From an optimization exercise on the open Yosys and OpenROAD flow, aimed at small area, a short achievable clock period and few clock cycles per item; shortcuts taken in it are not production practice.
Function was checked by simulation only, so behaviour that the tests miss may differ from the original.
No activity file was given, so power comes from the tool's default toggle rates.

## rev 12
==> module bcm_encoder, before the edit <==
module bcm_encoder (
    input  wire        clk,
    input  wire        rst,
    input  wire        cmd_valid,
    output wire        cmd_ready,
    input  wire [1:0]  cmd_op,
    input  wire [2:0]  cmd_t,
    input  wire [1:0]  cmd_mode,
    input  wire [5:0]  cmd_x,
    input  wire [3:0]  cmd_row,
    input  wire [23:0] cmd_top,
    input  wire [23:0] cmd_bot,
    input  wire [31:0] cmd_val,
    output wire        wr_valid,
    input  wire        wr_ready,
    output wire [12:0] wr_addr,
    output wire [15:0] wr_data,
    output wire        rsp_valid,
    output wire [7:0]  rsp_data
);
    localparam [1:0] OP_ENCODE = 2'd0;
    localparam [1:0] OP_SETBRIGHT = 2'd1;
    localparam [1:0] OP_GETBRIGHT = 2'd2;
    reg [6:0] percent;
    reg [6:0] duty;
    reg       rsp_q;
    reg [47:0] c_ring;      
    reg [2:0]  c_ph;        
    reg        c_done;      
    reg        c_busy;
    reg        c_free;      
    reg        c_set;       
    reg [1:0]  c_mode;
    reg [2:0]  c_t;
    reg [5:0]  c_x;
    reg [3:0]  c_row;
    reg [47:0] o_ch;        
    reg        o_valid;
    reg [2:0]  o_j;
    reg [3:0]  o_row;
    reg [5:0]  o_x;
    reg [2:0]  o_t;
    reg [3:0]  o_a;         
    reg        o_lat;
    reg        o_oe;
    wire take = cmd_valid && c_free;
    wire xfer = o_valid && wr_ready;
    wire o_last = o_valid && (o_j == 3'd7);
    wire o_room = !o_valid || (o_last && wr_ready);
    wire aligned = (c_ph == 3'd0);
    wire c_gam = (c_mode != 2'd0) && !c_set;
    wire move  = c_busy && !c_set && aligned && (c_done || !c_gam) && o_room;
    wire apply = c_busy && c_set && aligned && o_room;
    wire       val_big = (|cmd_val[30:7]) || (cmd_val[6:0] > 7'd100);
    wire [6:0] val_clamp = cmd_val[31] ? 7'd0 : (val_big ? 7'd100 : cmd_val[6:0]);
    wire [47:0] ring_in = {cmd_bot[7:0], cmd_bot[15:8], cmd_bot[23:16],
                           cmd_top[7:0], cmd_top[15:8],
                           (cmd_op == OP_SETBRIGHT) ? {1'b0, val_clamp} : cmd_top[23:16]};
    wire [7:0] gam_out;
    bcm_gamma u_gam (.v(c_ring[7:0]), .y(gam_out));
    wire [7:0] rot_in = (c_gam && !c_done) ? gam_out : c_ring[7:0];
    wire [6:0] d_lin, d_cb;
    bcm_lin u_lin (.p(c_ring[6:0]), .y(d_lin));
    bcm_cb  u_cb  (.d(d_lin), .y(d_cb));
    wire [6:0] duty_new = (c_mode == 2'd0) ? d_lin :
                          (c_mode == 2'd2 && d_lin != 7'd0 && d_cb == 7'd0) ? 7'd1 : d_cb;
    wire        oe_sel_c = move;
    wire [5:0]  oe_x = oe_sel_c ? c_x : o_x;
    wire        oe_fine = !oe_sel_c && (o_j < o_t);       
    wire [2:0]  oe_sh = o_t - o_j;                       
    wire [6:0]  oe_thr = oe_fine ? (duty >> oe_sh) : duty;
    wire        oe_next = (oe_x == 6'd0) || (oe_x == 6'd63) || ({1'b0, oe_x} >= oe_thr);
    always @(posedge clk) begin
        if (take) begin
            c_ring <= ring_in;
            c_ph <= 3'd0;
            c_done <= 1'b0;
        end else begin
            c_ring <= {rot_in, c_ring[47:8]};
            c_ph <= (c_ph >= 3'd5) ? 3'd0 : c_ph + 3'd1;
            if (c_ph == 3'd5)
                c_done <= 1'b1;
        end
        if (take) begin
            c_set <= (cmd_op == OP_SETBRIGHT);
            c_mode <= cmd_mode;
            c_t <= cmd_t;
            c_x <= cmd_x;
            c_row <= cmd_row;
        end
        if (move) begin
            o_ch <= c_ring;
            o_row <= c_row;
            o_x <= c_x;
            o_t <= c_t;
            o_a <= c_row - 4'd1;
            o_lat <= (c_x == 6'd63);
        end else if (xfer) begin
            o_ch <= {1'b0, o_ch[47:41], 1'b0, o_ch[39:33], 1'b0, o_ch[31:25],
                     1'b0, o_ch[23:17], 1'b0, o_ch[15:9], 1'b0, o_ch[7:1]};
            o_a <= o_row;
        end
        if (move || xfer)
            o_oe <= oe_next;
        if (move)
            o_j <= 3'd0;
        else if (xfer)
            o_j <= o_j + 3'd1;
        if (apply) begin
            percent <= c_ring[6:0];
            duty <= duty_new;
        end
        if (rst) begin
            c_busy <= 1'b0;
            c_free <= 1'b1;
            o_valid <= 1'b0;
            rsp_q <= 1'b0;
            percent <= 7'd100;
            duty <= 7'd64;
        end else begin
            if (take && (cmd_op == OP_ENCODE || cmd_op == OP_SETBRIGHT)) begin
                c_busy <= 1'b1;
                c_free <= 1'b0;
            end else if (move || apply) begin
                c_busy <= 1'b0;
                c_free <= 1'b1;
            end
            if (move)
                o_valid <= 1'b1;
            else if (o_last && wr_ready)
                o_valid <= 1'b0;
            rsp_q <= take && (cmd_op == OP_SETBRIGHT || cmd_op == OP_GETBRIGHT);
        end
    end
    assign cmd_ready = c_free;
    assign wr_valid = o_valid;
    assign wr_addr = {o_row, o_j, o_x[5:1], ~o_x[0]};
    assign wr_data = {4'b0000, o_a, o_oe, o_lat,
                      o_ch[40], o_ch[32], o_ch[24], o_ch[16], o_ch[8], o_ch[0]};
    assign rsp_valid = rsp_q;
    assign rsp_data = {1'b0, percent};
endmodule
export LEC_CHECK = 0
export ABC_AREA = 1
export CAP_MARGIN = 20
export CORE_MARGIN = 2
export CORE_UTILIZATION = 40
export SLEW_MARGIN = 20
create_clock -name core_clock -period 18.0 [get_ports {clk}]
standard.sh (not shown) runs the stock make flow with config.mk's settings and CLKGATE_MAP_FILE= SYNTH_SCRIPT=/design/flow/synth_recipe.tcl, a recipe that flattens the netlist after the stock synthesis.
==> flow/flow/run.sh <==
#!/bin/bash
# Standard ORFS layout (the standard.sh), with two changes to how it is made:
#  - port buffers are sky130_fd_sc_hd__buf_1 instead of the default delay buffer;
#  - CTS inserts no dummy loads.
# The full output of the layout goes to flow_standard.log in this folder.
set -euo pipefail
export BUFFER_PORTS_ARGS="-buffer_cell sky130_fd_sc_hd__buf_1"
export CTS_ARGS="-sink_clustering_enable -repair_clock_nets -dont_use_dummy_load"
bash standard.sh > flow_standard.log 2>&1
Testbench counts of rev 12, summed over its fixed seeds: cycles 131,208, items 16,384.
The following lists how rev 13 was set up differently from rev 12:
--- a/flow/design.v
+++ b/flow/design.v
@@ -990,9 +990,9 @@
     reg        o_valid;
     reg [2:0]  o_j;
     reg [3:0]  o_row;
     reg [5:0]  o_x;
-    reg [2:0]  o_t;
+    reg [2:0]  o_s;         
     reg [3:0]  o_a;         
     reg        o_lat;
     reg        o_oe;
     wire take = cmd_valid && c_free;
@@ -1015,16 +1015,13 @@
     bcm_lin u_lin (.p(c_ring[6:0]), .y(d_lin));
     bcm_cb  u_cb  (.d(d_lin), .y(d_cb));
     wire [6:0] duty_new = (c_mode == 2'd0) ? d_lin :
                           (c_mode == 2'd2 && d_lin != 7'd0 && d_cb == 7'd0) ? 7'd1 : d_cb;
-    wire        oe_sel_c = move;
-    wire [5:0]  oe_x = oe_sel_c ? c_x : o_x;
-    wire        oe_fine = !oe_sel_c && (o_j < o_t);       
-    wire [2:0]  oe_sh = o_t - o_j;                       
-    wire [6:0]  oe_thr = oe_fine ? (duty >> oe_sh) : duty;
-    wire        oe_next = (oe_x == 6'd0) || (oe_x == 6'd63) || ({1'b0, oe_x} >= oe_thr);
+    wire        oe_m = (c_x == 6'd0) || (c_x == 6'd63) || ({1'b0, c_x} >= duty);
+    wire [6:0]  oe_thr = (o_s != 3'd0) ? (duty >> o_s) : duty;  
+    wire        oe_n = (o_x == 6'd0) || o_lat || ({1'b0, o_x} >= oe_thr);
     always @(posedge clk) begin
-        if (take) begin
+        if (c_free) begin
             c_ring <= ring_in;
             c_ph <= 3'd0;
             c_done <= 1'b0;
         end else begin
@@ -1032,9 +1029,9 @@
             c_ph <= (c_ph >= 3'd5) ? 3'd0 : c_ph + 3'd1;
             if (c_ph == 3'd5)
                 c_done <= 1'b1;
         end
-        if (take) begin
+        if (c_free) begin
             c_set <= (cmd_op == OP_SETBRIGHT);
             c_mode <= cmd_mode;
             c_t <= cmd_t;
             c_x <= cmd_x;
@@ -1043,18 +1040,22 @@
         if (move) begin
             o_ch <= c_ring;
             o_row <= c_row;
             o_x <= c_x;
-            o_t <= c_t;
+            o_s <= c_t;
             o_a <= c_row - 4'd1;
             o_lat <= (c_x == 6'd63);
         end else if (xfer) begin
             o_ch <= {1'b0, o_ch[47:41], 1'b0, o_ch[39:33], 1'b0, o_ch[31:25],
                      1'b0, o_ch[23:17], 1'b0, o_ch[15:9], 1'b0, o_ch[7:1]};
             o_a <= o_row;
+            if (o_s != 3'd0)
+                o_s <= o_s - 3'd1;
         end
-        if (move || xfer)
-            o_oe <= oe_next;
+        if (move)
+            o_oe <= oe_m;
+        else if (xfer)
+            o_oe <= oe_n;
         if (move)
             o_j <= 3'd0;
         else if (xfer)
             o_j <= o_j + 3'd1;
==> comparison <==
The run showing the greater post-route clock period utilization is rev 12.
The final reports for rev 13 and rev 12 show static leakage lower in the former.
Final-layout worst hold slack (lower): rev 12
Higher share of total power consumed by net switching goes to rev 12 over rev 13.
The met3 usage was comparable across rev 13 and rev 12.
The run showing the greater layout overhead on the synthesized area is rev 12.
Rev 13 and rev 12 ended up with nearly the same final instance area.
Diff rev 12 -> rev 13 | total length of routed wires | up slightly
Rev 13 vs rev 12, count of TritonRoute iterations in the first routing pass went down by 1.
Testbench counts of rev 13, summed over its fixed seeds: cycles 131,208, items 16,384.

==> static timing again, ports no longer ideal <==
The results above use ideal ports. As a check the final layouts listed here were re-extracted and re-timed, cells and wires unchanged. Step 1 assumes that a clkbuf_16 drives the clock port and a buf_2 every other input. Step 2 times the ports against the registers' clock, not the clock port: input delays grow and output delays shrink by t, the midpoint of the rising clock arrivals with the driver on. Three values: ideal ports, drivers, drivers and shift; two values: the first two.
run | shift t [ns] | setup WS [ns] | worst data-port slew with drivers (ns) | pins driven straight from the clock port
rev 12 | 0.460 | 11.292 / 11.317 / 10.857 | 0.04 | 1
rev 13 | 0.454 | 12.886 / 12.897 / 12.443 | 0.07 | 1
After both steps every run listed still meets setup and hold. For rev 13, which loses most, drivers alone change the setup slack by +0.011 ns; drivers and shift together by -0.443 ns.
